What follows belongs to an exercise in optimizing a design on an open flow for small area, a short achievable clock period and few clock cycles per item; a production flow would make more cautious choices. Function was checked by simulation only, so behaviour that the tests miss may differ from the original. Power and IR drop assume default switching activity.

File: flow/run.sh
#!/bin/bash
# synth_recipe.tcl (not shown) runs the flow's synth.tcl, then flattens the netlist and writes it again
# the make line also repeats each setting of config.mk as NAME=value (left out here)
make -C /OpenROAD-flow-scripts/flow DESIGN_CONFIG=/design/flow/config.mk WORK_HOME=/design/flow/orfs CLKGATE_MAP_FILE= SYNTH_SCRIPT=/design/flow/synth_recipe.tcl finish
File: flow/config.mk
export PLATFORM = sky130hd
export DESIGN_NAME = sge_fec_esc
export DESIGN_NICKNAME = sge_fec_esc
export VERILOG_FILES = /design/flow/design.v
export SDC_FILE = /design/flow/constraint.sdc
export NUM_CORES = 4
export LEC_CHECK = 0
export CAP_MARGIN = 20
export CORE_MARGIN = 2
export CORE_UTILIZATION = 70
export SETUP_SLACK_MARGIN = 1.8
export SLEW_MARGIN = 20
File: flow/constraint.sdc
create_clock -name core_clock -period 4.0 [get_ports {clk}]
set_input_delay 0.8000 -clock core_clock [delete_from_list [all_inputs] [get_ports {clk}]]
set_output_delay 0.8000 -clock core_clock [all_outputs]
set_load 0.01 [all_outputs]
File: flow/design.v
module sge_rs_encoder (
    input  wire       clk,
    input  wire       en,
    input  wire       zero,
    input  wire [7:0] sym,
    output wire [7:0] par_out
);
    reg  [255:8] q;           
    reg  [7:0]   fbd;
    reg  [7:0]   fbdl_n;      
    wire [7:0]   fbdl = ~fbdl_n;
    wire m01 = fbd[0];
    wire m02 = fbd[1];
    wire m04 = fbd[2];
    wire m08 = fbd[3];
    wire m10 = fbd[4];
    wire m20 = fbd[5];
    wire m40 = fbd[6];
    wire m80 = fbd[7];
    wire m03 = m01 ^ m02;
    wire m05 = m01 ^ m04;
    wire m09 = m01 ^ m08;
    wire m0a = m02 ^ m08;
    wire m11 = m01 ^ m10;
    wire m14 = m04 ^ m10;
    wire m21 = m01 ^ m20;
    wire m28 = m08 ^ m20;
    wire m41 = m01 ^ m40;
    wire m60 = m20 ^ m40;
    wire m81 = m01 ^ m80;
    wire m88 = m08 ^ m80;
    wire m90 = m10 ^ m80;
    wire mc0 = m40 ^ m80;
    wire m07 = m02 ^ m05;
    wire m0b = m01 ^ m0a;
    wire m0e = m04 ^ m0a;
    wire m0f = m05 ^ m0a;
    wire m13 = m02 ^ m11;
    wire m15 = m01 ^ m14;
    wire m16 = m02 ^ m14;
    wire m17 = m03 ^ m14;
    wire m19 = m08 ^ m11;
    wire m1a = m10 ^ m0a;
    wire m1b = m0a ^ m11;
    wire m1d = m09 ^ m14;
    wire m1e = m0a ^ m14;
    wire m23 = m02 ^ m21;
    wire m29 = m01 ^ m28;
    wire m2a = m02 ^ m28;
    wire m2b = m03 ^ m28;
    wire m2c = m04 ^ m28;
    wire m2d = m05 ^ m28;
    wire m34 = m20 ^ m14;
    wire m35 = m14 ^ m21;
    wire m43 = m02 ^ m41;
    wire m49 = m08 ^ m41;
    wire m4a = m40 ^ m0a;
    wire m4b = m0a ^ m41;
    wire m51 = m10 ^ m41;
    wire m54 = m40 ^ m14;
    wire m55 = m14 ^ m41;
    wire m64 = m04 ^ m60;
    wire m65 = m05 ^ m60;
    wire m68 = m08 ^ m60;
    wire m69 = m09 ^ m60;
    wire m6a = m0a ^ m60;
    wire m85 = m04 ^ m81;
    wire m8c = m04 ^ m88;
    wire m8d = m05 ^ m88;
    wire m93 = m03 ^ m90;
    wire m95 = m05 ^ m90;
    wire m98 = m08 ^ m90;
    wire m9a = m0a ^ m90;
    wire m9c = m14 ^ m88;
    wire ma9 = m21 ^ m88;
    wire mb0 = m20 ^ m90;
    wire mb1 = m21 ^ m90;
    wire mb8 = m28 ^ m90;
    wire mc4 = m04 ^ mc0;
    wire mc9 = m09 ^ mc0;
    wire mca = m0a ^ mc0;
    wire md0 = m10 ^ mc0;
    wire md1 = m11 ^ mc0;
    wire md4 = m14 ^ mc0;
    wire me0 = m20 ^ mc0;
    wire me8 = m28 ^ mc0;
    wire mf0 = m90 ^ m60;
    wire m1f = m01 ^ m1e;
    wire m27 = m04 ^ m23;
    wire m2e = m02 ^ m2c;
    wire m33 = m10 ^ m23;
    wire m36 = m02 ^ m34;
    wire m37 = m02 ^ m35;
    wire m3a = m10 ^ m2a;
    wire m3b = m10 ^ m2b;
    wire m3d = m08 ^ m35;
    wire m3f = m0a ^ m35;
    wire m46 = m05 ^ m43;
    wire m47 = m04 ^ m43;
    wire m4d = m04 ^ m49;
    wire m4e = m04 ^ m4a;
    wire m56 = m02 ^ m54;
    wire m57 = m02 ^ m55;
    wire m58 = m09 ^ m51;
    wire m59 = m08 ^ m51;
    wire m5b = m10 ^ m4b;
    wire m5c = m08 ^ m54;
    wire m5f = m0a ^ m55;
    wire m62 = m21 ^ m43;
    wire m66 = m02 ^ m64;
    wire m67 = m02 ^ m65;
    wire m6b = m01 ^ m6a;
    wire m6d = m04 ^ m69;
    wire m6e = m04 ^ m6a;
    wire m6f = m05 ^ m6a;
    wire m73 = m13 ^ m60;
    wire m76 = m13 ^ m65;
    wire m77 = m13 ^ m64;
    wire m78 = m10 ^ m68;
    wire m7a = m10 ^ m6a;
    wire m7b = m11 ^ m6a;
    wire m7e = m14 ^ m6a;
    wire m7f = m15 ^ m6a;
    wire m87 = m02 ^ m85;
    wire m96 = m80 ^ m16;
    wire m97 = m02 ^ m95;
    wire m9b = m01 ^ m9a;
    wire m9d = m01 ^ m9c;
    wire m9e = m02 ^ m9c;
    wire m9f = m03 ^ m9c;
    wire ma3 = m80 ^ m23;
    wire ma4 = m21 ^ m85;
    wire ma5 = m20 ^ m85;
    wire ma6 = m16 ^ mb0;
    wire mab = m02 ^ ma9;
    wire mac = m20 ^ m8c;
    wire mae = m07 ^ ma9;
    wire maf = m23 ^ m8c;
    wire mb3 = m02 ^ mb1;
    wire mb4 = m04 ^ mb0;
    wire mb5 = m04 ^ mb1;
    wire mb7 = m07 ^ mb0;
    wire mb9 = m01 ^ mb8;
    wire mbb = m03 ^ mb8;
    wire mbd = m05 ^ mb8;
    wire mbf = m07 ^ mb8;
    wire mc6 = m02 ^ mc4;
    wire mcb = m01 ^ mca;
    wire mcc = m08 ^ mc4;
    wire mcd = m04 ^ mc9;
    wire mce = m04 ^ mca;
    wire mcf = m05 ^ mca;
    wire md2 = m02 ^ md0;
    wire md3 = m02 ^ md1;
    wire md5 = m01 ^ md4;
    wire md7 = m03 ^ md4;
    wire md8 = m08 ^ md0;
    wire md9 = m08 ^ md1;
    wire mda = m10 ^ mca;
    wire mdb = m0a ^ md1;
    wire mdc = m08 ^ md4;
    wire mdd = m09 ^ md4;
    wire mdf = m0b ^ md4;
    wire me3 = m03 ^ me0;
    wire me4 = m04 ^ me0;
    wire me5 = m80 ^ m65;
    wire me6 = m0e ^ me8;
    wire me7 = m07 ^ me0;
    wire mea = m02 ^ me8;
    wire meb = m03 ^ me8;
    wire mec = m04 ^ me8;
    wire mee = m0e ^ me0;
    wire mf1 = m01 ^ mf0;
    wire mf4 = m04 ^ mf0;
    wire mf5 = m05 ^ mf0;
    wire mf6 = m16 ^ me0;
    wire mf7 = m07 ^ mf0;
    wire mf8 = m08 ^ mf0;
    wire mfb = m0b ^ mf0;
    wire mfc = m14 ^ me8;
    wire mfd = m15 ^ me8;
    wire mfe = m0e ^ mf0;
    wire mff = m0f ^ mf0;
    wire l01 = fbdl[0];
    wire l02 = fbdl[1];
    wire l04 = fbdl[2];
    wire l08 = fbdl[3];
    wire l10 = fbdl[4];
    wire l20 = fbdl[5];
    wire l40 = fbdl[6];
    wire l80 = fbdl[7];
    wire l03 = l01 ^ l02;
    wire l0a = l02 ^ l08;
    wire l0c = l04 ^ l08;
    wire l24 = l04 ^ l20;
    wire l48 = l08 ^ l40;
    wire l60 = l20 ^ l40;
    wire la0 = l20 ^ l80;
    wire lc0 = l40 ^ l80;
    wire l0d = l01 ^ l0c;
    wire l0e = l02 ^ l0c;
    wire l4b = l03 ^ l48;
    wire l4c = l04 ^ l48;
    wire l70 = l10 ^ l60;
    wire la4 = l04 ^ la0;
    wire lb0 = l10 ^ la0;
    wire ld0 = l10 ^ lc0;
    wire l4f = l03 ^ l4c;
    wire l7a = l0a ^ l70;
    wire la7 = l03 ^ la4;
    wire lbd = l0d ^ lb0;
    wire lde = ld0 ^ l0e;
    wire lef = la4 ^ l4b;
    wire lf4 = ld0 ^ l24;
    wire [247:0] prod;
    assign prod[7:0] = {mb4, mee, mf7, m7b, m3d, m1e, mbb, m69};
    assign prod[15:8] = {m1b, m16, m0b, m05, m02, m81, m5b, m36};
    assign prod[23:16] = {m9f, md0, me8, mf4, m7a, mbd, m41, m3f};
    assign prod[31:24] = {mda, mb7, m5b, m2d, m16, m0b, mdf, mb5};
    assign prod[39:32] = {md1, mb9, m5c, mae, md7, m6b, me4, ma3};
    assign prod[47:40] = {m09, m8d, mc6, me3, mf1, m78, m35, m13};
    assign prod[55:48] = {m7b, m46, m23, m11, m88, mc4, m19, mf7};
    assign prod[63:56] = {mf5, m0f, m87, m43, m21, m90, m3d, meb};
    assign prod[71:64] = {m21, mb1, m58, m2c, m96, mcb, mc4, m43};
    assign prod[79:72] = {md3, m3a, m9d, mce, me7, m73, mea, ma6};
    assign prod[87:80] = {m4d, m6b, m35, m1a, m8d, mc6, mae, m9a};
    assign prod[95:88] = {m6e, m59, mac, m56, m2b, m15, m64, mdc};
    assign prod[103:96] = {m85, m47, ma3, md1, m68, m34, m1f, m0a};
    assign prod[111:104] = {m66, m55, m2a, m95, mca, m65, m54, mcc};
    assign prod[119:112] = {m90, m58, m2c, m96, mcb, me5, m62, m21};
    assign prod[127:120] = {m5f, mf0, mf8, mfc, m7e, m3f, mc0, mbf};
    assign prod[135:128] = {mff, m80, mc0, me0, mf0, mf8, m03, mfe};
    assign prod[143:136] = {m90, m58, m2c, m96, mcb, me5, m62, m21};
    assign prod[151:144] = {m95, m5f, maf, m57, mab, md5, m7f, m2a};
    assign prod[159:152] = {mbb, m66, m33, m19, m8c, m46, m98, m77};
    assign prod[167:160] = {ma4, mf6, mfb, mfd, mfe, mff, mdb, m49};
    assign prod[175:168] = {m73, m4a, ma5, md2, m69, mb4, m29, me7};
    assign prod[183:176] = {m5b, m76, m3b, m1d, m0e, m07, md8, mb7};
    assign prod[191:184] = {mb7, mec, m76, m3b, m1d, m0e, mb0, m6f};
    assign prod[199:192] = {mdd, m33, m19, m8c, m46, m23, mcc, mbb};
    assign prod[207:200] = {m4b, m6e, m37, m9b, mcd, me6, mb8, m97};
    assign prod[215:208] = {m14, m9e, mcf, m67, mb3, md9, m78, m28};
    assign prod[223:216] = {m85, m47, ma3, md1, m68, m34, m1f, m0a};
    assign prod[231:224] = {m67, md4, m6a, mb5, mda, m6d, m51, mcf};
    assign prod[239:232] = {m17, m9c, m4e, m27, m93, mc9, m73, m2e};
    assign prod[247:240] = {m54, mfe, mff, m7f, mbf, m5f, mfb, ma9};
    wire [7:0] prod31 = {la7, lf4, l7a, lbd, lde, lef, ld0, l4f};
    assign par_out = q[255:248] ^ prod31;
    wire [7:0] fb  = zero ? 8'h00 : (sym ^ q[255:248] ^ prod31);
    always @(posedge clk) begin
        if (en) begin
            q      <= {q[247:8], 8'h00} ^ prod;
            fbd    <= fb;
            fbdl_n <= ~fb;
        end
    end
endmodule
module sge_escaper (
    input  wire       clk,
    input  wire       rst,
    input  wire       in_valid,
    output wire       in_ready,
    input  wire [7:0] in_data,
    input  wire       in_last,
    output reg        out_valid,
    input  wire       out_ready,
    output reg  [7:0] out_data,
    output reg        out_last
);
    localparam [7:0] ESC_BYTE  = 8'h54;
    localparam [7:0] SYNC_BYTE = 8'hAB;
    localparam [7:0] SYNC_SUB  = 8'h9F;
    reg pend;         
    reg pend_sync;    
    reg pend_last;
    wire out_fire = out_valid && out_ready;
    assign in_ready = !out_valid || (out_ready && !pend);
    wire in_fire  = in_valid && in_ready;
    wire reserved = (in_data == ESC_BYTE) || (in_data == SYNC_BYTE);
    always @(posedge clk) begin
        if (rst) begin
            out_valid <= 1'b0;
            pend      <= 1'b0;
        end else if (in_fire) begin
            out_valid <= 1'b1;
            pend      <= reserved;
            pend_sync <= in_data[7];      
            pend_last <= in_last;
            out_data  <= reserved ? ESC_BYTE : in_data;
            out_last  <= in_last && !reserved;
        end else if (out_fire) begin
            out_valid <= pend;
            pend      <= 1'b0;
            out_data  <= pend_sync ? SYNC_SUB : ESC_BYTE;
            out_last  <= pend_last;
        end
    end
endmodule
module sge_fec_esc (
    input  wire       clk,
    input  wire       rst,
    input  wire       in_valid,
    output wire       in_ready,
    input  wire [7:0] in_data,
    input  wire       in_last,
    output wire       out_valid,
    input  wire       out_ready,
    output wire [7:0] out_data,
    output wire       out_last
);
    reg       mv;              
    reg [7:0] md;
    reg       ml;
    reg       sf;              
    reg       in_rdy;          
    wire      se = !sf;
    reg [7:0] sd;
    reg       sl;
    reg [7:0] pos;
    reg       par_ph;          
    reg       pad;             
    reg       fin;             
    reg       flush;           
    reg       cv;              
    reg [7:0] cd;
    reg       cl;
    assign in_ready = in_rdy;
    wire in_fire = in_valid && se;
    wire esc_ready;
    wire c_free   = !cv || esc_ready;
    wire src_ok   = par_ph || pad || mv;
    wire step     = flush || (c_free && src_ok);
    wire take     = step && !par_ph && !pad;
    wire [7:0] par31;
    wire [7:0] sym      = pad ? 8'h00 : md;
    wire [7:0] cod_data = par_ph ? par31 : sym;
    wire       cod_last = par_ph && fin && (pos == 8'd254);
    wire       wrap     = (pos == 8'd254);
    wire       to_par   = (pos == 8'd222);
    wire [7:0] pos_n    = !step ? pos    : wrap ? 8'd0 : pos + 8'd1;
    wire       par_ph_n = !step ? par_ph : wrap ? 1'b0 : (par_ph || to_par);
    wire       pad_n    = !step ? pad    : wrap ? 1'b0 : (pad || (take && ml && !to_par));
    wire       m_free = !mv || take;
    wire       mv_n   = m_free ? (!se || in_fire) : 1'b1;
    wire [7:0] md_n   = !m_free ? md : !se ? sd : in_data;
    wire       ml_n   = !m_free ? ml : !se ? sl : in_last;
    wire       se_n   = m_free || (se && !in_fire);
    always @(posedge clk) begin
        if (rst) begin
            mv     <= 1'b0;
            sf     <= 1'b0;
            in_rdy <= 1'b1;
            pos    <= 8'd223;
            par_ph <= 1'b1;
            flush  <= 1'b1;
            pad    <= 1'b0;
            cv     <= 1'b0;
        end else begin
            mv   <= mv_n;
            md   <= md_n;
            ml   <= ml_n;
            sf     <= !se_n;
            in_rdy <= se_n;
            if (!m_free && in_fire) begin
                sd <= in_data; sl <= in_last;
            end
            pos    <= pos_n;
            par_ph <= par_ph_n;
            pad    <= pad_n;
            if (step && wrap)
                flush <= 1'b0;
            if (take)
                fin <= ml;
            if (c_free) begin
                cv <= step && !flush;
                cd <= cod_data;
                cl <= cod_last;
            end
        end
    end
    sge_rs_encoder u_rs (
        .clk     (clk),
        .en      (step),
        .zero    (par_ph),
        .sym     (sym),
        .par_out (par31)
    );
    sge_escaper u_esc (
        .clk       (clk),
        .rst       (rst),
        .in_valid  (cv),
        .in_ready  (esc_ready),
        .in_data   (cd),
        .in_last   (cl),
        .out_valid (out_valid),
        .out_ready (out_ready),
        .out_data  (out_data),
        .out_last  (out_last)
    );
endmodule
==> run notes, run 1 <==
* Total track usage at 33.5%
* Top cells by area, synth: edfxtp_1 (62%), xnor2_1 (19%), xor2_1 (6.4%)
* Post-synth EDFFs at 303
* Initial antenna violation count at 0
* Final Net Count at 1,074
* Die area at 0.0221 mm^2
* H-tree Lvls at 2
* Vias after detailed routing at 8,228
* TNS Setup at 0 ns
* CP bufs+invs at 2
* Status: no timing/DRC/antenna violations
* Final period util at 56.7%
* Slew headroom at 44.8%
* Placed instance area at 0.0153 mm^2
* CP top delay family: XOR/XNOR gates
* Worst R2R Start: u_rs.fbd[1]
* # fillers at 858
* Antenna-violating nets left at 0
* PortBufs at 23
* Initial Util at 71.8%
* Vias per inst at 6.09
* Yosys top cell by area: edfxtp_1
* Die height at 149 um
* Req. time, crit path at 4.27 ns
* Simple-gate share of the synthesized area at 2.98%
* Yosys reg bits at 320
* Crit path arrival time at 2.54 ns
* Placed instance count at 1,225
* I/O Pins at 24
* Gate Count Post-Synth at 935
* Core area at 0.0204 mm^2
* Worst IR Drop VDD at 0.487 mV
* Rows at 52
* CTS Buf Count at 34
* Post-synthesis adder-cell area fraction at 0.171%
* First-pass GRT wire length at 52,400 um
* Vias in the first global route at 8,162
* Slowest-stage cell, CP: xnor3_2
* Worst-Margin Slew at 0.825 ns
* Worst-path maximum fanout at 3
* Post-synthesis sequential area ratio at 64.5%
* Detailed Routing Iterations Pass 1 at 7
* Non-Filler Instances at 1,352
* Root buffer cell: clkbuf_16
* Avg WL per Cell at 27.5 um
* Period minus WS final at 2.27 ns
* CTS tree: yes
* Clk buf depth at 3
* Max Transition Viols Final at 0
* Routability Congestion at 0.891
* Clk slew on worst S/H paths at 0.07 ns
* Routed wire length at 37,200 um
* Commonest non-fill, non-tap cell in the layout: edfxtp_1
* Post-route DRC at 0
* Post-synthesis xor/xnor area fraction at 28.3%
* DP HPWL at 21,100 um
* Count of different cell masters after synthesis at 48
* Layout area overhead at 20.4%
* Syn_nets at 950
* Pin count of the biggest net entering global routing at 44
* Hold WC Path Type: register to register
* CP Class: register to register
* DRT iter0 DRCs at 891
* CP peak stage delay at 0.47 ns
* Final hold vios at 0
* Most frequent cells in the layout: edfxtp_1 (303), xnor2_1 (300), xor2_1 (90)
* Compound-gate portion of the synthesized area at 1.67%
* Lkg Pwr at 6.60 nW
* Main synth FF type: edfxtp_1
* Startpoint Class: register
* Synth Cell Area at 0.0146 mm^2
* Die width at 149 um
* Synth top area share at 62.2%
* Clock latency on the worst-skew pair at 0.52 ns
* Design area at 0.0176 mm^2
* # Max-Cap Violations at 0
* RSZ-0062 raised after global routing: yes
* Critical Path Source: u_rs.fbd[1]
* Clk sinks at 320
* Fmax at 441 MHz
* Worst setup EP type: register
* Async set or reset register ratio after synthesis at 0%
* GRT overflow at 0
* Warning count from the yosys run at 3
* Pwr/cell area at 652 mW/mm^2
* Setup Skew at 0.0151 ns
* Ant diodes at 0
* Final setup violation count at 0
* Crit path cell chain: buf_4 -> xnor3_2 -> xor2_4 -> xor2_4 -> buf_4 -> xnor2_1
* Mux share of post-synthesis cell area at 1.14%
* Fraction of layout cells with a size suffix above 1 at 20.9%
* Hold Startpoint: cl
* Main combinational cell family by area after synthesis: XOR/XNOR gates
* Syn Area/Cell at 15.6 um^2
[power by group]
group / internal (mW) / switching [mW] / total (mW)
registers: 5.23 / 0.707 / 5.94
logic: 1.18 / 1.14 / 2.32
clock network: 1.92 / 1.31 / 3.23
[kinds of logic (layout without fill, tap and decap cells)]
family,after synthesis,count (layout)
fa+ha+maj,2,2
compound gates,37,37
mux,15,15
buf+inv,37,184
flops,320,320
simple gates,81,81
xor+xnor,443,443
[worst paths after layout]
path	endpoint	slack, ns	cells after the start
setup / recovery	u_rs.q[14]	1.73	6
hold / removal	u_esc.pend_last	0.47	0
setup reg to reg	u_rs.q[14]	1.73	6
hold reg to reg	u_esc.pend_last	0.47	0
[cell type report]
cell class | count | area (um^2) | share of cell area [%]
clock inverters | 14 | 116 | 0.661
well taps | 270 | 338 | 1.92
repair inverters | 3 | 62.6 | 0.355
multi-input cells | 578 | 5510 | 31.3
clock buffers | 45 | 1020 | 5.79
inverters | 7 | 52.6 | 0.298
flip-flops and latches | 320 | 9440 | 53.6
repair buffers | 115 | 1070 | 6.08
[worst register-to-register path, stage by stage (launching register included)]
cell	delay (ns)
edfxtp_1	0.44
buf_4	0.19
xnor3_2	0.47
xor2_4	0.22
xor2_4	0.19
buf_4	0.16
xnor2_1	0.36
[state kept, by name, indices dropped and copies added (netlist names), 8 cells and up]
name	flops
u_esc.out_data	8
md	8
u_rs.q	248
pos	8
sd	8
cd	8
u_rs.fbd	8
u_rs.fbdl_n	8
[per-layer routing]
layer	vias to the layer above	track usage [%]	routed length, um	share of wire (%)
met4	0	11.1	1240	3.3
met1	4176	43.7	14000	38
met3	92	9.08	3320	8.9
met5	-	0	0	0
li1	3465	-	-	-
met2	495	55.4	18700	50
[metrics by stage]
step / hold slack [ns] / setup WS [ns] / util, % / total power [mW]
6_report: 0.466 / 1.73 / 86.5 / 11.5
5_1_grt: 0.482 / 1.71 / 86.5 / 11.8
4_1_cts: 0.459 / 1.76 / 84.7 / 11.3
3_5_place_dp: 0.439 / 0.956 / 75.4 / 7.98
3_3_place_gp: 0.435 / 1.05 / 75.3 / 7.89
2_1_floorplan: 0.426 / 1.81 / - / 7.29
[timing repair]
action	in CTS	in global routing
gates resized for setup	40	24
setup buffers	44	21
setup endpoints to repair	490	192
cloned	3	0
pin swaps	12	9
hold buffers	0	0
[cell usage after synthesis (3+ instances only)]
cell type	number
nor2_1	13
xnor2_4	4
edfxtp_1	303
buf_4	5
mux2_2	13
nand2b_1	4
xnor2_1	314
and3_1	4
buf_2	13
nand2_1	18
xnor2_2	7
xor2_4	3
nor2b_1	8
or3_1	3
and2_1	9
dfxtp_1	17
nand3_1	8
xor2_1	107
clkbuf_1	9
a21o_1	8
o21ai_0	11
a21oi_1	7
inv_1	6
xor2_2	6
o311ai_0	4
or2_2	3
Testbench counts, summed over its fixed seeds: cycles 31,336, out bytes 31,088.
==> run 2, diff against run 1 <==
--- a/flow/design.v
+++ b/flow/design.v
@@ -1,14 +1,62 @@
 module sge_rs_encoder (
     input  wire       clk,
+    input  wire       rst,
     input  wire       en,
     input  wire       zero,
+    input  wire       zero_n,
     input  wire [7:0] sym,
     output wire [7:0] par_out
 );
     reg  [255:8] q;           
     reg  [7:0]   fbd;
-    reg  [7:0]   fbdl_n;      
-    wire [7:0]   fbdl = ~fbdl_n;
+    reg  [7:0]   fbdl;
+    reg  e03;
+    reg  e05;
+    reg  e09;
+    reg  e0a;
+    reg  e11;
+    reg  e14;
+    reg  e21;
+    reg  e28;
+    reg  e41;
+    reg  e60;
+    reg  e81;
+    reg  e88;
+    reg  e90;
+    reg  ec0;
+    wire l01 = fbdl[0];
+    wire l02 = fbdl[1];
+    wire l04 = fbdl[2];
+    wire l08 = fbdl[3];
+    wire l10 = fbdl[4];
+    wire l20 = fbdl[5];
+    wire l40 = fbdl[6];
+    wire l80 = fbdl[7];
+    wire l03 = l01 ^ l02;
+    wire l0a = l02 ^ l08;
+    wire l0c = l04 ^ l08;
+    wire l24 = l04 ^ l20;
+    wire l48 = l08 ^ l40;
+    wire l60 = l20 ^ l40;
+    wire la0 = l20 ^ l80;
+    wire lc0 = l40 ^ l80;
+    wire l0d = l01 ^ l0c;
+    wire l0e = l02 ^ l0c;
+    wire l4b = l03 ^ l48;
+    wire l4c = l04 ^ l48;
+    wire l70 = l10 ^ l60;
+    wire la4 = l04 ^ la0;
+    wire lb0 = l10 ^ la0;
+    wire ld0 = l10 ^ lc0;
+    wire l4f = l03 ^ l4c;
+    wire l7a = l0a ^ l70;
+    wire la7 = l03 ^ la4;
+    wire lbd = l0d ^ lb0;
+    wire lde = ld0 ^ l0e;
+    wire lef = la4 ^ l4b;
+    wire lf4 = ld0 ^ l24;
+    wire [7:0] loop31 = {la7, lf4, l7a, lbd, lde, lef, ld0, l4f};
+    wire [7:0] fb = (zero ? 8'h00 : (sym ^ q[255:248])) ^ loop31;
     wire m01 = fbd[0];
     wire m02 = fbd[1];
     wire m04 = fbd[2];
@@ -17,20 +65,20 @@
     wire m20 = fbd[5];
     wire m40 = fbd[6];
     wire m80 = fbd[7];
-    wire m03 = m01 ^ m02;
-    wire m05 = m01 ^ m04;
-    wire m09 = m01 ^ m08;
-    wire m0a = m02 ^ m08;
-    wire m11 = m01 ^ m10;
-    wire m14 = m04 ^ m10;
-    wire m21 = m01 ^ m20;
-    wire m28 = m08 ^ m20;
-    wire m41 = m01 ^ m40;
-    wire m60 = m20 ^ m40;
-    wire m81 = m01 ^ m80;
-    wire m88 = m08 ^ m80;
-    wire m90 = m10 ^ m80;
-    wire mc0 = m40 ^ m80;
+    wire m03 = e03;
+    wire m05 = e05;
+    wire m09 = e09;
+    wire m0a = e0a;
+    wire m11 = e11;
+    wire m14 = e14;
+    wire m21 = e21;
+    wire m28 = e28;
+    wire m41 = e41;
+    wire m60 = e60;
+    wire m81 = e81;
+    wire m88 = e88;
+    wire m90 = e90;
+    wire mc0 = ec0;
     wire m07 = m02 ^ m05;
     wire m0b = m01 ^ m0a;
     wire m0e = m04 ^ m0a;
@@ -99,6 +147,7 @@
     wire m47 = m04 ^ m43;
     wire m4d = m04 ^ m49;
     wire m4e = m04 ^ m4a;
+    wire m4f = m04 ^ m4b;
     wire m56 = m02 ^ m54;
     wire m57 = m02 ^ m55;
     wire m58 = m09 ^ m51;
@@ -132,6 +181,7 @@
     wire ma4 = m21 ^ m85;
     wire ma5 = m20 ^ m85;
     wire ma6 = m16 ^ mb0;
+    wire ma7 = m0e ^ ma9;
     wire mab = m02 ^ ma9;
     wire mac = m20 ^ m8c;
     wire mae = m07 ^ ma9;
@@ -160,6 +210,7 @@
     wire mdb = m0a ^ md1;
     wire mdc = m08 ^ md4;
     wire mdd = m09 ^ md4;
+    wire mde = m0a ^ md4;
     wire mdf = m0b ^ md4;
     wire me3 = m03 ^ me0;
     wire me4 = m04 ^ me0;
@@ -170,6 +221,7 @@
     wire meb = m03 ^ me8;
     wire mec = m04 ^ me8;
     wire mee = m0e ^ me0;
+    wire mef = m07 ^ me8;
     wire mf1 = m01 ^ mf0;
     wire mf4 = m04 ^ mf0;
     wire mf5 = m05 ^ mf0;
@@ -181,38 +233,7 @@
     wire mfd = m15 ^ me8;
     wire mfe = m0e ^ mf0;
     wire mff = m0f ^ mf0;
-    wire l01 = fbdl[0];
-    wire l02 = fbdl[1];
-    wire l04 = fbdl[2];
-    wire l08 = fbdl[3];
-    wire l10 = fbdl[4];
-    wire l20 = fbdl[5];
-    wire l40 = fbdl[6];
-    wire l80 = fbdl[7];
-    wire l03 = l01 ^ l02;
-    wire l0a = l02 ^ l08;
-    wire l0c = l04 ^ l08;
-    wire l24 = l04 ^ l20;
-    wire l48 = l08 ^ l40;
-    wire l60 = l20 ^ l40;
-    wire la0 = l20 ^ l80;
-    wire lc0 = l40 ^ l80;
-    wire l0d = l01 ^ l0c;
-    wire l0e = l02 ^ l0c;
-    wire l4b = l03 ^ l48;
-    wire l4c = l04 ^ l48;
-    wire l70 = l10 ^ l60;
-    wire la4 = l04 ^ la0;
-    wire lb0 = l10 ^ la0;
-    wire ld0 = l10 ^ lc0;
-    wire l4f = l03 ^ l4c;
-    wire l7a = l0a ^ l70;
-    wire la7 = l03 ^ la4;
-    wire lbd = l0d ^ lb0;
-    wire lde = ld0 ^ l0e;
-    wire lef = la4 ^ l4b;
-    wire lf4 = ld0 ^ l24;
-    wire [247:0] prod;
+    wire [255:0] prod;
     assign prod[7:0] = {mb4, mee, mf7, m7b, m3d, m1e, mbb, m69};
     assign prod[15:8] = {m1b, m16, m0b, m05, m02, m81, m5b, m36};
     assign prod[23:16] = {m9f, md0, me8, mf4, m7a, mbd, m41, m3f};
@@ -244,14 +265,30 @@
     assign prod[231:224] = {m67, md4, m6a, mb5, mda, m6d, m51, mcf};
     assign prod[239:232] = {m17, m9c, m4e, m27, m93, mc9, m73, m2e};
     assign prod[247:240] = {m54, mfe, mff, m7f, mbf, m5f, mfb, ma9};
-    wire [7:0] prod31 = {la7, lf4, l7a, lbd, lde, lef, ld0, l4f};
-    assign par_out = q[255:248] ^ prod31;
-    wire [7:0] fb  = zero ? 8'h00 : (sym ^ q[255:248] ^ prod31);
+    assign prod[255:248] = {ma7, mf4, m7a, mbd, mde, mef, md0, m4f};
+    assign par_out = q[255:248] ^ prod[255:248];
     always @(posedge clk) begin
+        if (rst)
+            fbdl <= 8'h00;
+        else if (en)
+            fbdl <= zero_n ? 8'h00 : fb;
         if (en) begin
-            q      <= {q[247:8], 8'h00} ^ prod;
-            fbd    <= fb;
-            fbdl_n <= ~fb;
+            q   <= {q[247:8], 8'h00} ^ prod[247:0];
+            fbd <= fb;
+            e03 <= fb[0] ^ fb[1];
+            e05 <= fb[0] ^ fb[2];
+            e09 <= fb[0] ^ fb[3];
+            e0a <= fb[1] ^ fb[3];
+            e11 <= fb[0] ^ fb[4];
+            e14 <= fb[2] ^ fb[4];
+            e21 <= fb[0] ^ fb[5];
+            e28 <= fb[3] ^ fb[5];
+            e41 <= fb[0] ^ fb[6];
+            e60 <= fb[5] ^ fb[6];
+            e81 <= fb[0] ^ fb[7];
+            e88 <= fb[3] ^ fb[7];
+            e90 <= fb[4] ^ fb[7];
+            ec0 <= fb[6] ^ fb[7];
         end
     end
 endmodule
@@ -380,8 +417,10 @@
     end
     sge_rs_encoder u_rs (
         .clk     (clk),
+        .rst     (rst),
         .en      (step),
         .zero    (par_ph),
+        .zero_n  (par_ph_n),
         .sym     (sym),
         .par_out (par31)
     );
--- a/flow/config.mk
+++ b/flow/config.mk
@@ -8,5 +8,8 @@
 export CAP_MARGIN = 20
 export CORE_MARGIN = 2
 export CORE_UTILIZATION = 70
-export SETUP_SLACK_MARGIN = 1.8
+export CTS_BUF_LIST = sky130_fd_sc_hd__clkbuf_8
+export CTS_CLUSTER_DIAMETER = 50
+export CTS_CLUSTER_SIZE = 20
+export SETUP_SLACK_MARGIN = 2.2
 export SLEW_MARGIN = 20
==> run 2 against run 1 <==
  * Still clean on timing, DRC and antenna
  * First-iteration DRC count grew 26%
  * Sequential share of layout area grew 0.57 points
  * Final cell count grew 4.7%
  * Worst setup slack gained 0.14 ns
==> run notes, run 2 <==
* Status: no timing/DRC/antenna violations (unchanged)
* Setup Skew at 0.0391 ns (was 0.0151 ns)
* Root buffer cell: clkbuf_8 (was clkbuf_16)
* Vias per inst at 6.19 (was 6.09)
* Yosys top cell by area: edfxtp_1 (unchanged)
* Gate Count Post-Synth at 987 (was 935)
* Final setup violation count at 0 (unchanged)
* CTS Buf Count at 29 (was 34)
* Top cells by area, synth: edfxtp_1 (62%), xnor2_1 (20%), xor2_1 (6.0%) (was edfxtp_1 (62%), xnor2_1 (19%), xor2_1 (6.4%))
* Final hold vios at 0 (unchanged)
* Sequential power share at 56.6% (was 51.7%)
* Sw Share at 30.3% (was 27.5%)
* Synth Cell Area at 0.0151 mm^2 (was 0.0146 mm^2)
* Antenna-violating nets left at 0 (unchanged)
* Clk buf depth at 3 (unchanged)
* Detailed Routing Iterations Pass 1 at 5 (was 7)
* Most common cell on crit path: xnor2_2
* Crit path cell chain: xnor2_2 -> xnor2_2 -> xnor2_1 -> xnor2_1 -> clkinv_2 -> xnor2_2 (was buf_4 -> xnor3_2 -> xor2_4 -> xor2_4 -> buf_4 -> xnor2_1)
* Cell Int Power at 7.68 mW (was 8.33 mW)
* Non-Filler Instances at 1,415 (was 1,352)
* Syn_nets at 1,002 (was 950)
* Hold Path Stages at 0 (unchanged)
* Largest register by flop count: u_rs.q (unchanged)
* Hold Buf Count CTS at 0 (unchanged)
* Max Transition Viols Final at 0 (unchanged)
* Period minus WS final at 2.13 ns (was 2.27 ns)
* CTS tree: yes (unchanged)
* Post-synthesis sequential area ratio at 64.9% (was 64.5%)
* Comb power frac at 23.6% (was 20.2%)
* Initial Util at 71.4% (was 71.8%)
* Warning count from the yosys run at 3 (unchanged)
* Routability Congestion at 0.884 (was 0.891)
* Critical path depth in cells at 6 (unchanged)
* Clk slew on worst S/H paths at 0.12 ns (was 0.07 ns)
* Max reg flops at 248 (unchanged)
* Vias in the first global route at 8,387 (was 8,162)
* Hold WC Path Type: register to register (unchanged)
* Core area at 0.0211 mm^2 (was 0.0204 mm^2)
* Lkg Pwr at 6.82 nW (was 6.60 nW)
* Fmax at 470 MHz (was 441 MHz)
* Post-route DRC at 0 (unchanged)
* Die height at 151 um (was 149 um)
* Synth top area share at 61.6% (was 62.2%)
* PortBufs at 23 (unchanged)
* P_sw at 3.34 mW (was 3.15 mW)
* Slowest-stage cell, CP: dfxtp_1 (was xnor3_2)
* # fillers at 919 (was 858)
* Worst-path maximum fanout at 5 (was 3)
* Routed wire length at 38,500 um (was 37,200 um)
* Avg WL per Cell at 27.2 um (was 27.5 um)
* Clock latency on the worst-skew pair at 0.63 ns (was 0.52 ns)
* I/O Pins at 24 (unchanged)
* Final Net Count at 1,132 (was 1,074)
* First-pass GRT wire length at 52,400 um (about the same)
* DRT iter0 DRCs at 1,122 (was 891)
* Worst setup EP type: register (unchanged)
* Startpoint Class: register (unchanged)
* Placed instance count at 1,272 (was 1,225)
* Share of power burned in the clock network at 19.8% (was 28.1%)
* RSZ-0062 raised after global routing: yes (unchanged)
* Initial antenna violation count at 0 (unchanged)
* Commonest non-fill, non-tap cell in the layout: edfxtp_1 (unchanged)
* Pin count of the biggest net entering global routing at 67 (was 44)
* # Max-Cap Violations at 0 (unchanged)
* Pwr/cell area at 609 mW/mm^2 (was 652 mW/mm^2)
* Die width at 151 um (was 149 um)
* Final design utilization at 85.7% (was 86.5%)
* Die area at 0.0227 mm^2 (was 0.0221 mm^2)
* Total track usage at 32.3% (was 33.5%)
* Vias after detailed routing at 8,764 (was 8,228)
* CP Class: register to register (unchanged)
* TNS Setup at 0 ns (unchanged)
* Most frequent cells in the layout: edfxtp_1 (309), xnor2_1 (296), xor2_1 (84), buf_4 (84), xnor2_2 (35) (was edfxtp_1 (303), xnor2_1 (300), xor2_1 (90))
* Yosys reg bits at 334 (was 320)
* Count of different cell masters after synthesis at 50 (was 48)
* CP top delay family: XOR/XNOR gates (unchanged)
* Rows at 53 (was 52)
* DP HPWL at 21,600 um (was 21,100 um)
* Ant diodes at 0 (unchanged)
* Syn Area/Cell at 15.3 um^2 (was 15.6 um^2)
* CP peak stage delay at 0.39 ns (was 0.47 ns)
* Clk sinks at 334 (was 320)
* Async set or reset register ratio after synthesis at 0% (unchanged)
* Req. time, crit path at 4.38 ns (was 4.27 ns)
* Crit path arrival time at 2.51 ns (was 2.54 ns)
* GRT overflow at 0 (unchanged)
* Post-synth EDFFs at 309 (was 303)
* Main synth FF type: edfxtp_1 (unchanged)
* Synth top cells by count: xnor2_1 (338), edfxtp_1 (309), xor2_1 (104), nor2_1 (27), dfxtp_1 (25) (was xnor2_1 (314), edfxtp_1 (303), xor2_1 (107), nand2_1 (18), dfxtp_1 (17))
* Final period util at 53.2% (was 56.7%)
* Register-to-Register Path Depth at 6 (unchanged)
* Worst-Margin Slew at 0.919 ns (was 0.825 ns)
* H-tree Lvls at 1 (was 2)
* CP bufs+invs at 1 (was 2)
* Worst IR Drop VDD at 0.458 mV (was 0.487 mV)
* Slew headroom at 38.7% (was 44.8%)
* Most common cell in the synthesized netlist: xnor2_1 (unchanged)
* Layout area overhead at 20.0% (was 20.4%)
* Fraction of layout cells with a size suffix above 1 at 26.6% (was 20.9%)
[run 2: cell families (layout without fill, tap and decap cells)]
family	Yosys count	after routing	share of synthesized area (%)
compound gates	48	48	2.18
flops	334	334	64.9
mux	12	12	0.889
buf+inv	51	203	1.48
simple gates	85	86	2.95
fa+ha+maj	2	2	0.166
xor+xnor	455	455	27.4
[run 2: worst paths after layout]
| kind | startpoint | end | slack, ns |
|---|---|---|---|
| setup / recovery | u_rs.fbdl[5] | u_rs.e81 | 1.87 |
| hold / removal | cl | u_esc.pend_last | 0.48 |
| setup reg to reg | u_rs.fbdl[5] | u_rs.e81 | 1.87 |
| hold reg to reg | cl | u_esc.pend_last | 0.48 |
[run 2: timing repair]
item                                    4_1_cts  5_1_grt
setup buffers                                56       29
cloned                                        2        2
endpoints found under the setup margin      511      342
pin swaps                                    17       21
resized for setup                           137       51
[run 2: final cells by class]
cell class | instances | area (um^2) | share of cell area [%]
well taps | 275 | 344 | 1.90
clock inverters | 25 | 254 | 1.40
multi-input cells | 603 | 5920 | 32.7
flip-flops and latches | 334 | 9800 | 54.2
inverters | 13 | 82.6 | 0.457
repair buffers | 134 | 1240 | 6.85
clock buffers | 29 | 399 | 2.21
repair inverters | 2 | 41.3 | 0.228
[run 2: per-stage QoR]
step | power (mW) | hold WS [ns] | instance area, um^2 | worst slack, ns
final | 11.0 | 0.484 | 18100 | 1.87
after CTS | 10.8 | 0.483 | 17500 | 2.04
after global placement | 8.38 | 0.438 | 15800 | 0.802
after floorplan | 7.74 | 0.427 | 15200 | 1.67
after detailed placement | 8.48 | 0.451 | 15800 | 0.693
after global routing | 11.4 | 0.497 | 18100 | 1.85
[run 2: per-layer routing]
| metal | vias up | routed length [um] | GRT usage (%) |
|---|---|---|---|
| li1 | 3658 | - | - |
| met1 | 4463 | 14900 | 48.2 |
| met2 | 533 | 18600 | 51.6 |
| met3 | 110 | 3410 | 4.30 |
| met4 | 0 | 1600 | 7.80 |
| met5 | - | 0 | 0 |
[run 2: power groups by stage]
| stage | clock network (mW) | logic, mW | registers [mW] |
|---|---|---|---|
| global placement | 0 | 2.14 | 6.24 |
| floorplan | 0 | 1.75 | 5.98 |
| global route | 2.31 | 2.77 | 6.32 |
| CTS | 2.16 | 2.42 | 6.18 |
| finish | 2.18 | 2.60 | 6.23 |
| detailed placement | 0 | 2.21 | 6.27 |
Testbench counts of run 2, summed over its fixed seeds: cycles 31,336, out bytes 31,088.
==> run 3, diff against run 2 <==
--- a/flow/config.mk
+++ b/flow/config.mk
@@ -11,5 +11,5 @@
 export CTS_BUF_LIST = sky130_fd_sc_hd__clkbuf_8
 export CTS_CLUSTER_DIAMETER = 50
 export CTS_CLUSTER_SIZE = 20
-export SETUP_SLACK_MARGIN = 2.2
+export SETUP_SLACK_MARGIN = 1.8
 export SLEW_MARGIN = 20
==> run 3 against run 2 <==
  * Still clean
  * Sequential power hardly changed
  * Synthesized cell count stayed put
  * Final area is 7.2% lower
  * Global-route usage is 2.7 points lower
  * Via count is 9.8% lower
  * Utilization is 6.2 points lower
  * First-iteration DRC count is 31% lower
  * Clock-buffer cell count stayed put
  * Hold slack worse by 0.0072 ns
  * Maximum frequency is 2.9% lower
  * Largest cell class unchanged
==> run notes, run 3 <==
* Status: no timing/DRC/antenna violations (unchanged)
* # Max-Cap Violations at 0 (unchanged)
* H-tree Lvls at 1 (unchanged)
* Sequential power share at 58.1% (was 56.6%)
* Layout area overhead at 11.4% (was 20.0%)
* Root buffer cell: clkbuf_8 (unchanged)
* Total track usage at 29.6% (was 32.3%)
* Crit path cell chain: buf_4 -> xnor2_1 -> xnor2_1 -> xnor2_1 -> mux2_2 (was xnor2_2 -> xnor2_2 -> xnor2_1 -> xnor2_1 -> clkinv_2 -> xnor2_2)
* Antenna-violating nets left at 0 (unchanged)
* Yosys reg bits at 334 (unchanged)
* Clk slew on worst S/H paths at 0.10 ns (was 0.12 ns)
* Cell Int Power at 7.66 mW (was 7.68 mW)
* Fmax at 456 MHz (was 470 MHz)
* Sw Share at 28.5% (was 30.3%)
* Die area at 0.0227 mm^2 (unchanged)
* Gate Count Post-Synth at 987 (unchanged)
* Synth top cells by count: xnor2_1 (338), edfxtp_1 (309), xor2_1 (104), nor2_1 (27), dfxtp_1 (25) (unchanged)
* Most common cell in the synthesized netlist: xnor2_1 (unchanged)
* Max layer used: met4 (unchanged)
* Final hold vios at 0 (unchanged)
* Slowest-stage cell, CP: edfxtp_1 (was dfxtp_1)
* Rows at 53 (unchanged)
* Vias in the first global route at 7,924 (was 8,387)
* Final Net Count at 1,075 (was 1,132)
* # fillers at 1,145 (was 919)
* Worst setup EP type: register (unchanged)
* Final setup violation count at 0 (unchanged)
* First-pass GRT wire length at 48,300 um (was 52,400 um)
* Startpoint Class: register (unchanged)
* CP bufs+invs at 1 (unchanged)
* Req. time, crit path at 4.36 ns (was 4.38 ns)
* Max Transition Viols Final at 0 (unchanged)
* Pwr/cell area at 638 mW/mm^2 (was 609 mW/mm^2)
* Footprint of the multi-input gates at 0.00520 mm^2 (was 0.00592 mm^2)
* Critical path depth in cells at 5 (was 6)
* Yosys top cell by area: edfxtp_1 (unchanged)
* WL met3 at 2410 um (was 3410 um)
* Final period util at 54.8% (was 53.2%)
* Lkg Pwr at 6.37 nW (was 6.82 nW)
* Warning count from the yosys run at 3 (unchanged)
* Hold Buf Count CTS at 0 (unchanged)
* Hold Path Stages at 0 (unchanged)
* Count of different cell masters after synthesis at 50 (unchanged)
* Die width at 151 um (unchanged)
* CP top delay family: flip-flops (was XOR/XNOR gates)
* Comb power frac at 21.2% (was 23.6%)
* I/O Pins at 24 (unchanged)
* Largest register by flop count: u_rs.q (unchanged)
* Share of power burned in the clock network at 20.7% (was 19.8%)
* Core area at 0.0211 mm^2 (unchanged)
* Syn Area/Cell at 15.3 um^2 (unchanged)
* Vias after detailed routing at 7,904 (was 8,764)
* TNS Setup at 0 ns (unchanged)
* Initial Util at 71.4% (unchanged)
* GRT overflow at 0 (unchanged)
* Clk buf depth at 3 (unchanged)
* Post-route DRC at 0 (unchanged)
* Vias per inst at 5.82 (was 6.19)
* Met1 wire length at 13,800 um (was 14,900 um)
* Post-synth EDFFs at 309 (unchanged)
* Final design utilization at 79.6% (was 85.7%)
* Synth top area share at 61.6% (unchanged)
* Detailed Routing Iterations Pass 1 at 5 (unchanged)
* P_sw at 3.05 mW (was 3.34 mW)
* Main synth FF type: edfxtp_1 (unchanged)
* Synth Cell Area at 0.0151 mm^2 (unchanged)
* RSZ-0062 raised after global routing: no (was yes)
* Commonest non-fill, non-tap cell in the layout: xnor2_1 (was edfxtp_1)
* Clock latency on the worst-skew pair at 0.61 ns (was 0.63 ns)
* Worst hold slack at 0.476 ns (was 0.484 ns)
* Worst IR Drop VDD at 0.556 mV (was 0.458 mV)
* Most frequent cells in the layout: xnor2_1 (333), edfxtp_1 (309), xor2_1 (102) (was edfxtp_1 (309), xnor2_1 (296), xor2_1 (84), buf_4 (84), xnor2_2 (35))
* Crit path arrival time at 2.55 ns (was 2.51 ns)
* Post-synthesis sequential area ratio at 64.9% (unchanged)
* Worst-Margin Slew at 1.02 ns (was 0.919 ns)
* Metal2 WL at 15,200 um (was 18,600 um)
* Register area at 0.00978 mm^2 (was 0.00980 mm^2)
* Period minus WS final at 2.19 ns (was 2.13 ns)
* Initial antenna violation count at 1 (was 0)
* Syn_nets at 1,002 (unchanged)
* Worst-path maximum fanout at 9 (was 5)
* DRT iter0 DRCs at 778 (was 1,122)
* Die height at 151 um (unchanged)
* DP HPWL at 21,400 um (was 21,600 um)
* Pin count of the biggest net entering global routing at 77 (was 67)
* CTS tree: yes (unchanged)
* CP Class: register to register (unchanged)
* Most common cell on crit path: xnor2_1 (was xnor2_2)
* Setup Skew at 0.0280 ns (was 0.0391 ns)
* Routability Congestion at 0.824 (was 0.884)
* Clk sinks at 334 (unchanged)
* Avg WL per Cell at 23.9 um (was 27.2 um)
* Slew headroom at 31.4% (was 38.7%)
* Max reg flops at 248 (unchanged)
* Top cells by area, synth: edfxtp_1 (62%), xnor2_1 (20%), xor2_1 (6.0%) (unchanged)
* PortBufs at 23 (unchanged)
* Async set or reset register ratio after synthesis at 0% (unchanged)
* CTS Buf Count at 29 (unchanged)
* Routed wire length at 32,400 um (was 38,500 um)
* Fraction of layout cells with a size suffix above 1 at 13.9% (was 26.6%)
* Register-to-Register Path Depth at 5 (was 6)
* Ant diodes at 0 (unchanged)
* CP peak stage delay at 0.79 ns (was 0.39 ns)
* Hold WC Path Type: register to register (unchanged)
==> run 3: cell count changes in the layout (fill, tap and decap cells not counted), sizes merged, moves of 2 or more <==
cell           before  now
dlygate4sd2         0   11
clkdlybuf4s15       2    0
inv                22   25
bufinv              1    3
clkinv             12    7
buf               121   55
clkinvlp            5    2
==> run 3: through the flow <==
stage                     instance area (um^2)  std cells  setup slack [ns]  power (mW)
after global placement                   15700       1268             0.925        8.36
after CTS                                16700       1345              1.79        10.7
final                                    16800       1357              1.81        10.7
after detailed placement                 15700       1268             0.875        8.47
after global routing                     16800       1357              1.80        11.1
after floorplan                          15100        987              1.67        7.73
==> run 3: cell families (layout without fill, tap and decap cells) <==
family | Yosys count | in the layout | share of synthesized area, %
xor gates and xnor gates | 455 | 455 | 27.4
DFF | 334 | 334 | 64.9
and+or+nand+nor | 85 | 86 | 2.95
buffers and inverters | 51 | 145 | 1.48
AOI/OAI and AO/OA | 48 | 48 | 2.18
muxes | 12 | 12 | 0.889
adders and majority gates | 2 | 2 | 0.166
==> run 3: repair_timing <==
item                                    4_1_cts  5_1_grt
endpoints found under the setup margin      309      130
pin swaps                                     1        2
cloned                                        2        0
setup buffers                                22       12
gates resized for setup                      24        8
==> run 3: layer usage <==
layer / up-vias / track usage (%)
met3: 65 / 4.21
li1: 3555 / -
met2: 315 / 47.1
met4: 0 / 8.27
met5: - / 0
met1: 3969 / 43.5
==> run 3: layout make-up <==
cell class / instances / area share, %
Tap cell: 275 / 2.05
Multi-Input combinational cell: 603 / 31.0
Clock inverter: 24 / 1.61
Timing Repair Buffer: 79 / 4.20
Inverter: 13 / 0.462
Clock buffer: 29 / 2.38
Sequential cell: 334 / 58.3
==> run 3: final timing paths <==
path / slack, ns / from / to
max: 1.81 / u_rs.ec0 / cd[2]
min: 0.48 / cl / u_esc.pend_last
max reg2reg: 1.81 / u_rs.ec0 / cd[2]
min reg2reg: 0.48 / cl / u_esc.pend_last
==> run 3: power by group through the flow <==
| stage | combinational (mW) | sequential, mW | clock, mW |
|---|---|---|---|
| floorplan | 1.75 | 5.98 | 0 |
| global placement | 2.11 | 6.26 | 0 |
| global route | 2.47 | 6.31 | 2.37 |
| finish | 2.27 | 6.22 | 2.22 |
| CTS | 2.27 | 6.20 | 2.23 |
| detailed placement | 2.18 | 6.28 | 0 |
==> run 4, diff against run 3 <==
--- a/flow/config.mk
+++ b/flow/config.mk
@@ -9,7 +9,7 @@
 export CORE_MARGIN = 2
 export CORE_UTILIZATION = 70
 export CTS_BUF_LIST = sky130_fd_sc_hd__clkbuf_8
-export CTS_CLUSTER_DIAMETER = 50
-export CTS_CLUSTER_SIZE = 20
-export SETUP_SLACK_MARGIN = 1.8
+export CTS_CLUSTER_DIAMETER = 40
+export CTS_CLUSTER_SIZE = 16
+export SETUP_SLACK_MARGIN = 2.2
 export SLEW_MARGIN = 20
==> run 4 against run 3 <==
  * Synthesized cell count did not move
  * Clock power rose by 23%
  * Die area did not move
  * Sequential power rose by 1%
  * Final cell count rose by 6.6%
  * Routed wire length rose by 29%
  * Flip-flop and latch count did not move
  * Clock skew rose by 0.0079 ns
  * Highest routed layer unchanged
  * Non-clock buffer count rose by 64
  * First-iteration DRC count rose by 31%
  * Maximum frequency rose by 4.3%
  * Worst setup slack improved by 0.089 ns
==> run notes, run 4 <==
* Post-route DRC at 0 (unchanged)
* Yosys top cell by area: edfxtp_1 (unchanged)
* Worst setup EP type: register (unchanged)
* # Max-Cap Violations at 0 (unchanged)
* Main synth FF type: edfxtp_1 (unchanged)
* Commonest non-fill, non-tap cell in the layout: edfxtp_1 (was xnor2_1)
* GRT overflow at 0 (unchanged)
* Core area at 0.0211 mm^2 (unchanged)
* Slew headroom at 36.9% (was 31.4%)
* Top cells by area, synth: edfxtp_1 (62%), xnor2_1 (20%), xor2_1 (6.0%) (unchanged)
* Req. time, crit path at 4.32 ns (was 4.36 ns)
* Pin count of the biggest net entering global routing at 67 (was 77)
* Yosys reg bits at 334 (unchanged)
* Worst-path maximum fanout at 6 (was 9)
* CTS tree: yes (unchanged)
* Hold WC Path Type: register to register (unchanged)
* Ant diodes at 0 (unchanged)
* CTS Buf Count at 41 (was 29)
* Worst-Margin Slew at 0.947 ns (was 1.02 ns)
* Clk buf depth at 3 (unchanged)
* Most frequent cells in the layout: edfxtp_1 (309), xnor2_1 (290), buf_4 (89) (was xnor2_1 (333), edfxtp_1 (309), xor2_1 (102))
* Max reg flops at 248 (unchanged)
* Largest register by flop count: u_rs.q (unchanged)
* CP Class: register to register (unchanged)
* Die width at 151 um (unchanged)
* Final setup violation count at 0 (unchanged)
* Clk sinks at 334 (unchanged)
* DRT iter0 DRCs at 1,023 (was 778)
* Register area at 0.00980 mm^2 (was 0.00978 mm^2)
* Post-synthesis sequential area ratio at 64.9% (unchanged)
* Warning count from the yosys run at 3 (unchanged)
* Vias in the first global route at 8,677 (was 7,924)
* Antenna-violating nets left at 0 (unchanged)
* Count of different cell masters after synthesis at 50 (unchanged)
* First-pass GRT wire length at 54,900 um (was 48,300 um)
* Hold Buf Count CTS at 0 (unchanged)
* Total track usage at 34.3% (was 29.6%)
* Synth top area share at 61.6% (unchanged)
* PortBufs at 23 (unchanged)
* Initial antenna violation count at 0 (was 1)
* TNS Setup at 0 ns (unchanged)
* I/O Pins at 24 (unchanged)
* Routability Congestion at 0.884 (was 0.824)
* Rows at 53 (unchanged)
* Initial Util at 71.4% (unchanged)
* Die area at 0.0227 mm^2 (unchanged)
* Routed wire length at 41,800 um (was 32,400 um)
* Final period util at 52.6% (was 54.8%)
* Most common cell in the synthesized netlist: xnor2_1 (unchanged)
* Synth top cells by count: xnor2_1 (338), edfxtp_1 (309), xor2_1 (104), nor2_1 (27), dfxtp_1 (25) (unchanged)
* Startpoint Class: register (unchanged)
* Pwr/cell area at 630 mW/mm^2 (was 638 mW/mm^2)
* Synth Cell Area at 0.0151 mm^2 (unchanged)
* Syn Area/Cell at 15.3 um^2 (unchanged)
* Async set or reset register ratio after synthesis at 0% (unchanged)
* Fmax at 476 MHz (was 456 MHz)
* Avg WL per Cell at 28.9 um (was 23.9 um)
* Fraction of layout cells with a size suffix above 1 at 29.6% (was 13.9%)
* Vias after detailed routing at 8,994 (was 7,904)
* Clk slew on worst S/H paths at 0.09 ns (was 0.10 ns)
* Final Net Count at 1,154 (was 1,075)
* Gate Count Post-Synth at 987 (unchanged)
* RSZ-0062 raised after global routing: yes (was no)
* Lkg Pwr at 7.05 nW (was 6.37 nW)
* Overall power at 11.7 mW (was 10.7 mW)
* Root buffer cell: clkbuf_8 (unchanged)
* DP HPWL at 21,600 um (was 21,400 um)
* Layout area overhead at 23.4% (was 11.4%)
* # fillers at 789 (was 1,145)
* Detailed Routing Iterations Pass 1 at 5 (unchanged)
* Period minus WS final at 2.10 ns (was 2.19 ns)
* Vias per inst at 6.22 (was 5.82)
* Status: no timing/DRC/antenna violations (unchanged)
* Clock latency on the worst-skew pair at 0.59 ns (was 0.61 ns)
* Max Transition Viols Final at 0 (unchanged)
* H-tree Lvls at 2 (was 1)
* Worst IR Drop VDD at 0.591 mV (was 0.556 mV)
* Post-synth EDFFs at 309 (unchanged)
* Die height at 151 um (unchanged)
* Setup Skew at 0.0360 ns (was 0.0280 ns)
* Crit path arrival time at 2.43 ns (was 2.55 ns)
* Final hold vios at 0 (unchanged)
* Footprint of the multi-input gates at 0.00607 mm^2 (was 0.00520 mm^2)
* Syn_nets at 1,002 (unchanged)
run 4: changes by cell type in the layout (fill, tap and decap cells not counted), moves of 10 or more:
cell           change
xnor2_1           -43
buf_4             +37
xnor2_2           +30
xor2_1            -24
buf_6             +16
buf_12            +14
clkbuf_8          +14
xor2_2            +14
xnor2_4           +13
buf_2             +11
dlygate4sd2_1     -11
dfxtp_1           -10
xor2_4            +10
run 4: final cells by class:
| type | instances | area share [%] |
|---|---|---|
| timing repair buffer | 143 | 7.15 |
| inverter | 13 | 0.511 |
| tap | 275 | 1.85 |
| multi-input combinational | 603 | 32.6 |
| timing repair inverter | 3 | 0.262 |
| sequential | 334 | 52.7 |
| clock inverter | 33 | 1.69 |
| clock buffer | 43 | 3.18 |
run 4: worst max-delay path: stages (launching register included):
cell,delay [ns]
dfxtp_2,0.35
xnor3_2,0.50
xnor2_4,0.30
buf_12,0.15
xnor2_4,0.09
xnor2_4,0.30
xnor2_1,0.15
run 4: where the power goes:
part           internal, mW  total (mW)  leakage [nW]  switching (mW)
sequential             5.49        6.28          3.66           0.789
combinational          1.38        2.70          2.94            1.31
clock                  1.27        2.73         0.445            1.46
total                  8.14        11.7          7.05            3.56
run 4: metrics by stage:
stage                     hold WS (ns)  worst slack, ns  utilization, %  std cells  cell area, um^2
final                            0.472             1.90            88.2       1447            18600
after floorplan                  0.427             1.67               -        987            15200
after CTS                        0.469             2.04            84.7       1414            17900
after global placement           0.438            0.802            74.9       1272            15800
after global routing             0.492             1.86            88.2       1447            18600
after detailed placement         0.451            0.693            74.9       1272            15800
run 4: kinds of logic after synthesis:
family,synth area share [%]
XOR/XNOR,27.4
adder cells (fa/ha/maj),0.166
buffers and inverters,1.48
multiplexers,0.889
AND/OR/NAND/NOR,2.95
AO/OA/AOI/OAI,2.18
flip-flops,64.9
run 4: what timing repair did:
action                                  4_1_cts  5_1_grt
endpoints found under the setup margin      510      259
setup buffers                                62       33
gates cloned                                  4        0
pin swaps                                    18       27
resized for setup                           136       71
run 4: worst paths after layout:
path                            slack (ns)          from              end  cells past startpoint
worst max register to register        1.90  u_rs.fbdl[1]         u_rs.e88                      6
worst max-delay path                  1.90  u_rs.fbdl[1]         u_rs.e88                      6
worst min-delay path                  0.47            cl  u_esc.pend_last                      0
worst min register to register        0.47            cl  u_esc.pend_last                      0
run 4: per-layer routing:
metal | GRT usage [%] | wire length [um] | part of all wire (%)
met5 | 0 | 0 | 0
met4 | 12.2 | 2000 | 4.8
met3 | 6.03 | 4320 | 10
met2 | 53.8 | 20100 | 48
met1 | 49.3 | 15400 | 37
==> run 5, diff against run 4 <==
--- a/flow/config.mk
+++ b/flow/config.mk
@@ -8,8 +8,8 @@
 export CAP_MARGIN = 20
 export CORE_MARGIN = 2
 export CORE_UTILIZATION = 70
-export CTS_BUF_LIST = sky130_fd_sc_hd__clkbuf_8
+export CTS_BUF_LIST = sky130_fd_sc_hd__clkbuf_16
 export CTS_CLUSTER_DIAMETER = 40
 export CTS_CLUSTER_SIZE = 16
-export SETUP_SLACK_MARGIN = 2.2
+export SETUP_SLACK_MARGIN = 2.0
 export SLEW_MARGIN = 20
==> run 5 against run 4 <==
  * Critical path depth unchanged
  * Utilization decreased by 2.0 points
  * First-iteration DRC count decreased by 4.9%
  * Area after synthesis unchanged
  * Still clean on timing, DRC and antenna
  * Clock power increased by 36%
  * Die area unchanged
  * Combinational power decreased by 8.9%
  * Flip-flop and latch count unchanged
  * Register-to-register slack about the same
==> run notes, run 5 <==
* Clk buf depth at 3 (unchanged)
* Largest register by flop count: u_rs.q (unchanged)
* Worst IR Drop VDD at 0.528 mV (was 0.591 mV)
* WL met3 at 3630 um (was 4320 um)
* Async set or reset register ratio after synthesis at 0% (unchanged)
* Max layer used: met4 (unchanged)
* Worst-Margin Slew at 0.966 ns (was 0.947 ns)
* Clk sinks at 334 (unchanged)
* Root buffer cell: clkbuf_16 (was clkbuf_8)
* Gate Count Post-Synth at 987 (unchanged)
* # fillers at 917 (was 789)
* Footprint of the multi-input gates at 0.00556 mm^2 (was 0.00607 mm^2)
* Met1 wire length at 14,400 um (was 15,400 um)
* Top cells by area, synth: edfxtp_1 (62%), xnor2_1 (20%), xor2_1 (6.0%) (unchanged)
* Yosys top cell by area: edfxtp_1 (unchanged)
* Initial antenna violation count at 0 (unchanged)
* Post-synth EDFFs at 309 (unchanged)
* Detailed Routing Iterations Pass 1 at 6 (was 5)
* TNS Setup at 0 ns (unchanged)
* Vias after detailed routing at 8,555 (was 8,994)
* CP bufs+invs at 1 (unchanged)
* Syn_nets at 1,002 (unchanged)
* Metal2 WL at 17,900 um (was 20,100 um)
* Most common cell on crit path: xnor2_4 (unchanged)
* Core area at 0.0211 mm^2 (unchanged)
* Antenna-violating nets left at 0 (unchanged)
* Register area at 0.00979 mm^2 (was 0.00980 mm^2)
* Post-route DRC at 0 (unchanged)
* Period minus WS final at 2.10 ns (about the same)
* DP HPWL at 21,700 um (was 21,600 um)
* DRT iter0 DRCs at 973 (was 1,023)
* Most common cell in the synthesized netlist: xnor2_1 (unchanged)
* Vias per inst at 6.08 (was 6.22)
* Worst setup EP type: register (unchanged)
* Final Net Count at 1,117 (was 1,154)
* Final period util at 52.4% (was 52.6%)
* Yosys reg bits at 334 (unchanged)
* Synth top cells by count: xnor2_1 (338), edfxtp_1 (309), xor2_1 (104), nor2_1 (27), dfxtp_1 (25) (unchanged)
* Placed instance area at 0.0157 mm^2 (was 0.0158 mm^2)
* CTS tree: yes (unchanged)
* Commonest non-fill, non-tap cell in the layout: xnor2_1 (was edfxtp_1)
* Worst-path maximum fanout at 6 (unchanged)
* Startpoint Class: register (unchanged)
* Fmax at 477 MHz (was 476 MHz)
* Die width at 151 um (unchanged)
* Die height at 151 um (unchanged)
* CP peak stage delay at 0.50 ns (about the same)
* Clk slew on worst S/H paths at 0.07 ns (was 0.09 ns)
* Req. time, crit path at 4.27 ns (was 4.32 ns)
* Main synth FF type: edfxtp_1 (unchanged)
* Hold WC Path Type: register to register (unchanged)
* Final worst slack at 1.90 ns (about the same)
* Vias in the first global route at 8,432 (was 8,677)
* Ant diodes at 0 (unchanged)
* Crit path arrival time at 2.36 ns (was 2.43 ns)
* Status: no timing/DRC/antenna violations (unchanged)
* Syn Area/Cell at 15.3 um^2 (unchanged)
* Max Transition Viols Final at 0 (unchanged)
* H-tree Lvls at 2 (unchanged)
* Slowest-stage cell, CP: xnor3_2 (unchanged)
* Routability Congestion at 0.862 (was 0.884)
* Count of different cell masters after synthesis at 50 (unchanged)
* RSZ-0062 raised after global routing: yes (unchanged)
* PortBufs at 23 (unchanged)
* Total track usage at 33.4% (was 34.3%)
* I/O Pins at 24 (unchanged)
* Post-synthesis sequential area ratio at 64.9% (unchanged)
* Avg WL per Cell at 26.7 um (was 28.9 um)
* Most frequent cells in the layout: xnor2_1 (313), edfxtp_1 (309), xor2_1 (96) (was edfxtp_1 (309), xnor2_1 (290), buf_4 (89))
* # Max-Cap Violations at 0 (unchanged)
* Worst hold slack at 0.470 ns (was 0.472 ns)
* Lkg Pwr at 6.96 nW (was 7.05 nW)
* Layout area overhead at 20.7% (was 23.4%)
* CP Class: register to register (unchanged)
* Fraction of layout cells with a size suffix above 1 at 20.9% (was 29.6%)
* Synth Cell Area at 0.0151 mm^2 (unchanged)
* CP top delay family: XOR/XNOR gates (unchanged)
* First-pass GRT wire length at 53,200 um (was 54,900 um)
* Clock latency on the worst-skew pair at 0.56 ns (was 0.59 ns)
* Final hold vios at 0 (unchanged)
* Rows at 53 (unchanged)
* Final design utilization at 86.2% (was 88.2%)
* Initial Util at 71.4% (unchanged)
* GRT overflow at 0 (unchanged)
* Slew headroom at 35.6% (was 36.9%)
* DP Worst Slack at 0.808 ns (was 0.693 ns)
* Synth top area share at 61.6% (unchanged)
* Hold Buf Count CTS at 0 (unchanged)
* Die area at 0.0227 mm^2 (unchanged)
* Warning count from the yosys run at 3 (unchanged)
* Max reg flops at 248 (unchanged)
* Design area at 0.0182 mm^2 (was 0.0186 mm^2)
* Pin count of the biggest net entering global routing at 58 (was 67)
* Routed wire length at 37,600 um (was 41,800 um)
* CTS Buf Count at 40 (was 41)
* Crit path cell chain: xnor3_2 -> xnor2_4 -> buf_12 -> xnor2_4 -> xnor2_4 -> xor2_1 (was xnor3_2 -> xnor2_4 -> buf_12 -> xnor2_4 -> xnor2_4 -> xnor2_1)
* Setup Skew at 0.0278 ns (was 0.0360 ns)
* Final setup violation count at 0 (unchanged)
* Pwr/cell area at 684 mW/mm^2 (was 630 mW/mm^2)
-- run 5: cell counts after synthesis --
Identical to the previous run, type by type.
-- run 5: logic make-up (layout without fill, tap and decap cells) --
kind of cell               count (synthesis)  after routing  synth area share (%)
xor gates and xnor gates                 455            455                  27.4
buffers and inverters                     51            194                  1.48
DFF                                      334            334                  64.9
muxes                                     12             12                 0.889
AOI/OAI and AO/OA                         48             48                  2.18
adders and majority gates                  2              2                 0.166
and+or+nand+nor                           85             86                  2.95
-- run 5: layout make-up --
cell class	instances	area share, %
tap	275	1.89
inverter	13	0.434
timing repair buffer	108	5.62
timing repair inverter	2	0.151
sequential	334	53.9
clock buffer	42	5.78
multi-input combinational	603	30.6
clock inverter	29	1.65
-- run 5: path summary, 6_finish.rpt --
path	startpoint	endpoint	slack, ns	cells past startpoint
setup / recovery	u_rs.fbdl[6]	u_rs.e28	1.90	6
hold / removal	cl	u_esc.pend_last	0.47	0
setup reg to reg	u_rs.fbdl[6]	u_rs.e28	1.90	6
hold reg to reg	cl	u_esc.pend_last	0.47	0
-- run 5: power by group --
group          leakage (nW)  internal (mW)  total (mW)  switching, mW
Combinational          2.63           1.28        2.46           1.18
Sequential             3.66           5.50        6.27          0.773
Clock                 0.669           2.24        3.71           1.47
-- run 5: what timing repair did --
action / 4_1_cts / 5_1_grt
pin swaps: 8 / 8
setup buffers: 48 / 15
setup endpoints to repair: 455 / 112
resized for setup: 60 / 38
cloned: 4 / 1
-- run 5: metrics by stage --
stage          total power [mW]  instances
4_1_cts                    12.3       1390
3_5_place_dp               8.49       1267
3_3_place_gp               8.38       1267
5_1_grt                    12.9       1406
6_report                   12.4       1406
2_1_floorplan              7.73        987
-- run 5: metal layers --
| layer | vias to the layer above | track usage [%] |
|---|---|---|
| li1 | 3656 | - |
| met1 | 4320 | 46.0 |
| met2 | 473 | 50.8 |
| met3 | 106 | 8.45 |
| met4 | 0 | 15.0 |
| met5 | - | 0 |

-- afterwards: timing with drivers on the ports --
Ports are ideal in the flow. The routed layouts listed here were re-timed in OpenROAD.
Step 1 (the two cells are an assumption about what drives the block):
set clk [get_ports {clk}]
set_driving_cell -lib_cell sky130_fd_sc_hd__clkbuf_16 $clk
set_driving_cell -lib_cell sky130_fd_sc_hd__buf_2 [delete_from_list [all_inputs] $clk]
Step 2 adds t to the input delays and takes it off the output delays; t is the mean of the earliest and latest rising clock arrival at the registers after step 1. Input paths then give back, and output paths get back, about the clock's delay inside the block.
a / b / c = ideal ports / drivers / drivers and shift; a / b = the first two.
run	shift t [ns]	setup slack, ns	worst setup path after step 2
run 1	0.555	1.734 / 1.734 / 1.292	input to register
run 2	0.658	1.872 / 1.872 / 1.585	input to register
run 3	0.636	1.808 / 1.808 / 1.388	input to register
run 4	0.625	1.897 / 1.897 / 1.611	input to register
run 5	0.592	1.904 / 1.904 / 1.505	input to register
After both steps every run listed still meets setup and hold. For run 1, which loses most, drivers alone change the setup slack by 0.000 ns; drivers and shift together by -0.442 ns.
